Background: an optimization exercise with open tools, aiming at small area. Do not read the settings as production practice.
Only simulation tests tie the RTL to the original design; equivalence was not proved.
Power figures rest on the tool's default switching activity, not on a simulated workload.

==> flow/design.v <==
module belt_core (
    input  wire        clk,
    input  wire        rst,
    output reg         mem_req,
    output reg         mem_we,
    output reg  [15:0] mem_addr,
    output reg  [15:0] mem_wdata,
    input  wire        mem_ready,
    input  wire [15:0] mem_rdata,
    output wire        halted,
    output wire [1:0]  result,
    output wire [15:0] pc_o,
    output wire [15:0] sp_o
);
    localparam [3:0] S_FETCH0 = 4'd0,
                     S_FETCH1 = 4'd1,
                     S_EXEC   = 4'd2,
                     S_LOAD   = 4'd3,
                     S_STORE  = 4'd4,
                     S_CALL   = 4'd5,
                     S_RET    = 4'd6,
                     S_DIV    = 4'd7,
                     S_HALT   = 4'd8;
    localparam [1:0] RES_STOP = 2'd2,
                     RES_FAIL = 2'd3;
    reg [3:0]  state;
    reg [15:0] pc;
    reg [15:0] sp;
    reg [15:0] ir0;
    reg [15:0] ir1;
    reg [15:0] belt [0:15];
    reg [4:0]  cnt;
    reg [1:0]  res_code;
    reg [15:0] maddr;
    reg [15:0] mdata;
    reg [16:0] div_rem;
    reg [15:0] div_quo;
    assign halted = (state == S_HALT);
    assign result = res_code;
    assign pc_o   = pc;
    assign sp_o   = sp;
    wire [3:0] op_main = ir0[15:12];
    wire [3:0] op_sub  = ir0[11:8];
    wire [3:0] op1     = ir0[7:4];
    wire [3:0] op2     = ir0[3:0];
    reg dec_valid;
    always @* begin
        case (op_main)
            4'd1:    dec_valid = (op_sub < 4'd3)  && (op2 == 4'd0);
            4'd2:    dec_valid = (op_sub < 4'd4)  && (op1 == 4'd0) && (op2 == 4'd0);
            4'd3:    dec_valid = (op_sub < 4'd3);
            4'd4:    dec_valid = (op_sub < 4'd10);
            4'd5:    dec_valid = (op_sub < 4'd3);
            4'd6:    dec_valid = (op_sub < 4'd3)  && (op2 == 4'd0);
            4'd7:    dec_valid = (op_sub < 4'd3)  && (op1 == 4'd0) && (op2 == 4'd0);
            default: dec_valid = 1'b0;
        endcase
    end
    wire [15:0] x = belt[op1];
    wire [15:0] y = belt[op2];
    wire [15:0] pc_plus1 = pc + 16'd1;
    wire [15:0] pc_plus2 = pc + 16'd2;
    reg [15:0] alu_out;
    always @* begin
        alu_out = 16'd0;
        case (op_main)
            4'd1: case (op_sub)
                      4'd0:    alu_out = x & ir1;
                      4'd1:    alu_out = x | ir1;
                      default: alu_out = x ^ ir1;
                  endcase
            4'd2: alu_out = ir1;
            4'd3: alu_out = (op_sub == 4'd0) ? (x << op2) : (x >> op2);
            4'd4: case (op_sub)
                      4'd0:    alu_out = x + y;
                      4'd1:    alu_out = x - y;
                      4'd2:    alu_out = x * y;
                      4'd4:    alu_out = x & y;
                      4'd5:    alu_out = x | y;
                      4'd6:    alu_out = x ^ y;
                      4'd7:    alu_out = x << y[3:0];
                      default: alu_out = x >> y[3:0];
                  endcase
            default: alu_out = 16'd0;
        endcase
    end
    reg br_taken;
    always @* begin
        case (op_sub)
            4'd0:    br_taken = (x <  y);
            4'd1:    br_taken = (x <= y);
            default: br_taken = (x == y);
        endcase
    end
    wire [16:0] div_shift = {div_rem[15:0], div_quo[15]};
    wire [16:0] div_trial = div_shift - {1'b0, y};
    wire        div_ge    = ~div_trial[16];
    wire [4:0]  ret_pos   = cnt + {1'b0, op2};
    always @* begin
        mem_req   = 1'b0;
        mem_we    = 1'b0;
        mem_addr  = 16'd0;
        mem_wdata = 16'd0;
        case (state)
            S_FETCH0: begin mem_req = 1'b1; mem_addr = pc; end
            S_FETCH1: begin mem_req = 1'b1; mem_addr = pc_plus1; end
            S_LOAD:   begin mem_req = 1'b1; mem_addr = maddr; end
            S_STORE:  begin mem_req = 1'b1; mem_we = 1'b1; mem_addr = maddr; mem_wdata = mdata; end
            S_CALL:   begin mem_req = 1'b1; mem_we = 1'b1; mem_addr = sp; mem_wdata = belt[4'd15 - cnt[3:0]]; end
            S_RET:    begin mem_req = 1'b1; mem_addr = sp + 16'd1; end
            default:  ;
        endcase
    end
    task automatic push(input [15:0] v);
        integer i;
        begin
            for (i = 15; i > 0; i = i - 1)
                belt[i] <= belt[i-1];
            belt[0] <= v;
        end
    endtask
    integer k;
    always @(posedge clk) begin
        if (rst) begin
            state    <= S_FETCH0;
            pc       <= 16'h0000;
            sp       <= 16'hFFFF;
            ir0      <= 16'd0;
            ir1      <= 16'd0;
            cnt      <= 5'd0;
            res_code <= 2'd0;
            maddr    <= 16'd0;
            mdata    <= 16'd0;
            div_rem  <= 17'd0;
            div_quo  <= 16'd0;
            for (k = 0; k < 16; k = k + 1)
                belt[k] <= 16'd0;
        end else begin
            case (state)
                S_FETCH0: if (mem_ready) begin
                    ir0   <= mem_rdata;
                    state <= S_FETCH1;
                end
                S_FETCH1: if (mem_ready) begin
                    ir1   <= mem_rdata;
                    state <= S_EXEC;
                end
                S_EXEC: begin
                    state <= S_FETCH0;
                    if (!dec_valid) begin
                        res_code <= RES_STOP;
                        state    <= S_HALT;
                    end else begin
                        case (op_main)
                            4'd1: begin
                                push(alu_out);
                                pc <= pc_plus2;
                            end
                            4'd2: case (op_sub)
                                4'd0: begin             
                                    maddr <= ir1;
                                    pc    <= pc_plus2;
                                    state <= S_LOAD;
                                end
                                4'd1: begin             
                                    push(alu_out);
                                    pc <= pc_plus2;
                                end
                                4'd2: begin             
                                    cnt   <= 5'd0;
                                    pc    <= ir1;
                                    state <= S_CALL;
                                end
                                default: pc <= ir1;     
                            endcase
                            4'd3: begin
                                if (op_sub == 4'd2) begin    
                                    cnt   <= 5'd0;
                                    state <= S_RET;
                                end else begin
                                    push(alu_out);
                                    pc <= pc_plus1;
                                end
                            end
                            4'd4: begin
                                if (op_sub == 4'd3) begin           
                                    if (y == 16'd0) begin
                                        res_code <= RES_FAIL;
                                        state    <= S_HALT;
                                    end else begin
                                        div_rem <= 17'd0;
                                        div_quo <= x;
                                        cnt     <= 5'd0;
                                        pc      <= pc_plus1;
                                        state   <= S_DIV;
                                    end
                                end else if (op_sub == 4'd9) begin  
                                    maddr <= y;
                                    mdata <= x;
                                    pc    <= pc_plus1;
                                    state <= S_STORE;
                                end else begin
                                    push(alu_out);
                                    pc <= pc_plus1;
                                end
                            end
                            4'd5: pc <= br_taken ? ir1 : pc_plus2;
                            4'd6: case (op_sub)
                                4'd0: begin             
                                    maddr <= x;
                                    pc    <= pc_plus1;
                                    state <= S_LOAD;
                                end
                                4'd1: pc <= x;          
                                default: begin          
                                    maddr <= sp;
                                    mdata <= x;
                                    sp    <= sp - 16'd1;
                                    pc    <= pc_plus1;
                                    state <= S_STORE;
                                end
                            endcase
                            default: case (op_sub)      
                                4'd0: pc <= pc_plus1;   
                                4'd1: begin             
                                    maddr <= sp + 16'd1;
                                    sp    <= sp + 16'd1;
                                    pc    <= pc_plus1;
                                    state <= S_LOAD;
                                end
                                default: begin          
                                    res_code <= RES_STOP;
                                    state    <= S_HALT;
                                end
                            endcase
                        endcase
                    end
                end
                S_LOAD: if (mem_ready) begin
                    push(mem_rdata);
                    state <= S_FETCH0;
                end
                S_STORE: if (mem_ready) begin
                    state <= S_FETCH0;
                end
                S_CALL: if (mem_ready) begin
                    sp  <= sp - 16'd1;
                    cnt <= cnt + 5'd1;
                    if (cnt == 5'd15)
                        state <= S_FETCH0;
                end
                S_RET: if (mem_ready) begin
                    sp  <= sp + 16'd1;
                    cnt <= cnt + 5'd1;
                    if (cnt == 5'd16) begin
                        pc    <= mem_rdata;
                        state <= S_FETCH0;
                    end else if (ret_pos < 5'd16) begin
                        belt[ret_pos[3:0]] <= mem_rdata;
                    end
                end
                S_DIV: begin
                    div_rem <= div_ge ? div_trial : div_shift;
                    div_quo <= {div_quo[14:0], div_ge};
                    cnt     <= cnt + 5'd1;
                    if (cnt == 5'd15) begin
                        push({div_quo[14:0], div_ge});
                        state <= S_FETCH0;
                    end
                end
                default: ;   
            endcase
        end
    end
endmodule
==> flow/run.sh <==
#!/bin/bash
# synth_recipe.tcl (not shown) runs the flow's synth.tcl, then flattens the netlist and writes it again
# the make line also repeats each setting of config.mk as NAME=value (left out here)
make -C /OpenROAD-flow-scripts/flow DESIGN_CONFIG=/design/flow/config.mk WORK_HOME=/design/flow/orfs CLKGATE_MAP_FILE= SYNTH_SCRIPT=/design/flow/synth_recipe.tcl finish
==> flow/config.mk <==
export PLATFORM = sky130hd
export DESIGN_NAME = belt_core
export DESIGN_NICKNAME = belt_core
export VERILOG_FILES = /design/flow/design.v
export SDC_FILE = /design/flow/constraint.sdc
export NUM_CORES = 4
export LEC_CHECK = 0
export CAP_MARGIN = 20
export CORE_MARGIN = 2
export CORE_UTILIZATION = 40
export PLACE_DENSITY = 0.6
export SLEW_MARGIN = 20
==> flow/constraint.sdc <==
create_clock -name core_clock -period 10.0 [get_ports {clk}]
set_input_delay 2.0000 -clock core_clock [delete_from_list [all_inputs] [get_ports {clk}]]
set_output_delay 2.0000 -clock core_clock [all_outputs]
set_load 0.01 [all_outputs]
==> flow_metrics.env <==
export IMPL_final_util_pct=44.3
export IMPL_rsz0062_at_grt="no"
export IMPL_routed_via_density=6.79
export IMPL_synth_distinct_cells=101
export IMPL_layout_common_cells="425 x nand2_1, 328 x nor2_1, 257 x a21oi_1, 257 x o21ai_0, 256 x edfxtp_1"
export IMPL_cts_hold_buffers=0
export IMPL_async_reset_ff_share_pct=0
export IMPL_synth_main_ff_cell="edfxtp_1"
export IMPL_arrival_ps=8970
export IMPL_rows=111
export IMPL_worst_pin_slew_ps=1230
export IMPL_ys_seq_area_share_pct=28.7
export IMPL_cts_sinks=403
export IMPL_status="complete, no violations"
export IMPL_seqPwrFrac_pct=23.4
export IMPL_postCtsSetupBuffers=0
export IMPL_holdCritPathClass="flip-flop to flip-flop"
export IMPL_ant_nets=0
export IMPL_final_max_slew_viol_count=0
export IMPL_ys_ff_latch=403
export IMPL_regArea_sq_um=10700
export IMPL_slew_headroom_pct=17.2
export IMPL_gp_congestion=1.01
export IMPL_multiInputGateArea_sq_um=24200
export IMPL_initial_core_util_pct=40.4
export IMPL_cts_buffers=47
export IMPL_h_tree_depth=2
export IMPL_overflow=0
export IMPL_grt_start_max_net_pins=101
export IMPL_syn_num_nets=4236
export IMPL_core_area_sq_um=91700
export IMPL_tns_ps=0
export IMPL_cts_tree="yes"
export IMPL_die_area_sq_um=95000
export IMPL_clock_path_buffers=3
export IMPL_synth_edf_count=256
export IMPL_grt_pass1_vias=32700
export IMPL_cts_root_buf="clkbuf_16"
export IMPL_period_share_pct=86.5
export IMPL_clock_power_share_pct=21.4
export IMPL_maxCapViolations=0
export IMPL_final_common_cell="nand2_1"
export IMPL_drive_gt1_share_pct=14.2
export IMPL_syn_inst=3976
export IMPL_vdd_drop_max_mv=0.348
export IMPL_intPower_mw=4.64
export IMPL_fmax_mhz=116
export IMPL_grt_pass1_wl_mm=234
export IMPL_avgSynthCellArea_sq_um=9.31
export IMPL_hold_viol_final=0
export IMPL_p_sw_mw=3.98
export IMPL_drt_wirelength_per_cell_um=31.9
export IMPL_die_y_um=308
export IMPL_power_leakage_nw=14.6
export IMPL_cts_resized=0
export IMPL_vias=34700
export IMPL_crit_required_ps=10320
export IMPL_finalSetupViolations=0
export IMPL_grt_usage_pct=33.7
export IMPL_drt_wl_total_mm=163
export IMPL_port_buffers=87
export IMPL_path_class="flip-flop to flip-flop"
export IMPL_area_growth_pct=9.76
export IMPL_yosysWarnings=1
export IMPL_finalClockSkew_ps=32.8
export IMPL_fill_cells=8807
export IMPL_powerDensity_nw_per_um2=212
export IMPL_clk_pin_slew_ps=60
export IMPL_syn_area_sq_um=37000
export IMPL_min_period_ps=8650
export IMPL_dpl_hpwl_mm=114
export IMPL_die_w_um=308
export IMPL_antenna_found_initial=6
export IMPL_crit_path_end_kind="flip-flop"
export IMPL_drc=0
export IMPL_startpoint_type="flip-flop"
export IMPL_clock_latency_ps=640
export IMPL_firstDrtPassIters=8
export IMPL_pin_count=88
export IMPL_layout_nets=4144
export IMPL_p_comb_share_pct=55.2
export IMPL_power_share_switching_pct=46.1
export IMPL_path_max_fanout=36
export IMPL_drt_iter0_drc=5648
[kinds of logic after synthesis]
family / count (synthesis) / share of synthesized area (%)
flip-flops: 403 / 28.7
AND/OR/NAND/NOR: 1169 / 14.5
XOR/XNOR: 109 / 2.66
AO/OA/AOI/OAI: 1122 / 20.3
multiplexers: 348 / 17.5
buffers and inverters: 584 / 6.50
adder cells (fa/ha/maj): 241 / 9.85
[Yosys cell counts, drive strengths merged (9+ instances only)]
library cell | instances | area [sq um]
nor3 | 67 | 340
or2 | 13 | 81.3
nand2 | 428 | 1610
o221ai | 19 | 166
a211oi | 50 | 375
clkbuf | 278 | 1050
a221o | 12 | 120
o211ai | 44 | 330
edfxtp | 256 | 7690
xnor2 | 75 | 657
a21o | 22 | 165
a21oi | 258 | 1290
a2111oi | 11 | 109
a221oi | 29 | 284
a22o | 171 | 1500
a222oi | 19 | 190
inv | 210 | 791
a311oi | 9 | 78.8
a211o | 12 | 105
ha | 157 | 1960
fa | 84 | 1680
mux2i | 97 | 971
nand2b | 125 | 782
buf | 90 | 532
o21a | 10 | 75.1
nor4 | 14 | 93.8
or3 | 26 | 163
a31oi | 25 | 156
nand4 | 10 | 62.6
nor2 | 338 | 1280
o21bai | 15 | 113
a22oi | 36 | 280
o22ai | 20 | 125
and2 | 23 | 146
nor2b | 25 | 156
o31ai | 12 | 90.1
dfxtp | 147 | 2940
mux2 | 14 | 158
xor2 | 33 | 304
o2111ai | 10 | 87.6
o21ai | 293 | 1470
and3 | 17 | 106
mux4 | 237 | 5350
nand3 | 49 | 245
[flip-flops by register name, indices dropped and copies added, names as in the netlist, named ones only]
register	count
ir0	16
maddr	16
ir1	16
div_rem	16
sp	16
div_quo	16
pc	16
res_code	2
state	4
mdata	16
cnt	5
belt	256
[per-layer routing]
layer  global-route usage, %  wire length (um)
met1                    46.7             64200
met2                    48.8             67900
met3                    9.28             21900
met4                    15.7              9180
met5                       0                35
[power by group through the flow]
stage | clock, mW | combinational (mW) | sequential (mW)
after floorplan | 0 | 3.22 | 1.94
after global placement | 0 | 4.57 | 2.04
after detailed placement | 0 | 4.59 | 2.04
after CTS | 1.85 | 4.62 | 2.01
after global routing | 1.91 | 5.11 | 2.02
final | 1.84 | 4.76 | 2.01
[through the flow]
stage                     total power, mW  hold slack [ps]  setup slack (ps)  cells  cell area, sq um
after floorplan                      5.16              446              2690   3976             37000
after global placement               6.61              437               812   5021             39000
after detailed placement             6.63              435              1370   5021             39000
after CTS                            8.47              445              1330   5107             40600
after global routing                 9.04              484               973   5107             40600
final                                8.62              443              1350   5108             40600
[worst max-delay path, stage by stage, from the launching register on]
cell and delay, ps:
dfxtp_4 820, buf_4 460, mux4_2 560, a22o_1 270
a221oi_4 720, inv_4 330, nand2_1 190, fa_1 430
fa_1 550, fa_1 450, fa_1 490, inv_1 50
fa_1 520, inv_1 50, fa_1 520, inv_1 50
ha_1 380, nor3_1 210, nor3_1 130, a2111oi_2 840
o21ai_1 230
[layout make-up]
cell class / instances / area share [%]
Tap cell: 1186 / 3.65
Sequential cell: 403 / 26.2
Timing Repair Buffer: 229 / 4.77
Multi-Input combinational cell: 2989 / 59.4
Inverter: 214 / 1.98
Clock buffer: 64 / 3.33
Clock inverter: 22 / 0.594
Antenna cell: 1 / 0.00616
[path summary, 6_finish.rpt]
check | depth (start not counted) | start | slack [ps] | to
min | 2 | res_code[1] | 440 | res_code[1]
max | 20 | flip-flop | 1350 | belt[0][11]
min reg2reg | 2 | res_code[1] | 440 | res_code[1]
max reg2reg | 20 | flip-flop | 1350 | belt[0][11]

-- afterwards: timing with drivers on the ports --
Ports are ideal in the flow. The routed layout listed here was re-timed in OpenROAD.
Step 1: set_driving_cell puts a clkbuf_16 on clk and a buf_2 on each other input, an assumption about the parent block.
Step 2, shift: input delay + t, output delay - t, t = (earliest + latest rising clock arrival at the registers) / 2. This alone moves slack from input paths to output paths.
Three values: ideal, step 1, step 2; two values: the first two.
t (ns): 0.686
setup WS [ns]: 1.347 / 1.347 / 1.347
latest minus earliest clock arrival (ns): 0.033 / 0.033
After both steps this run still meets setup and hold. For this run, drivers alone change the setup slack by 0.000 ns; drivers and shift together by 0.000 ns.
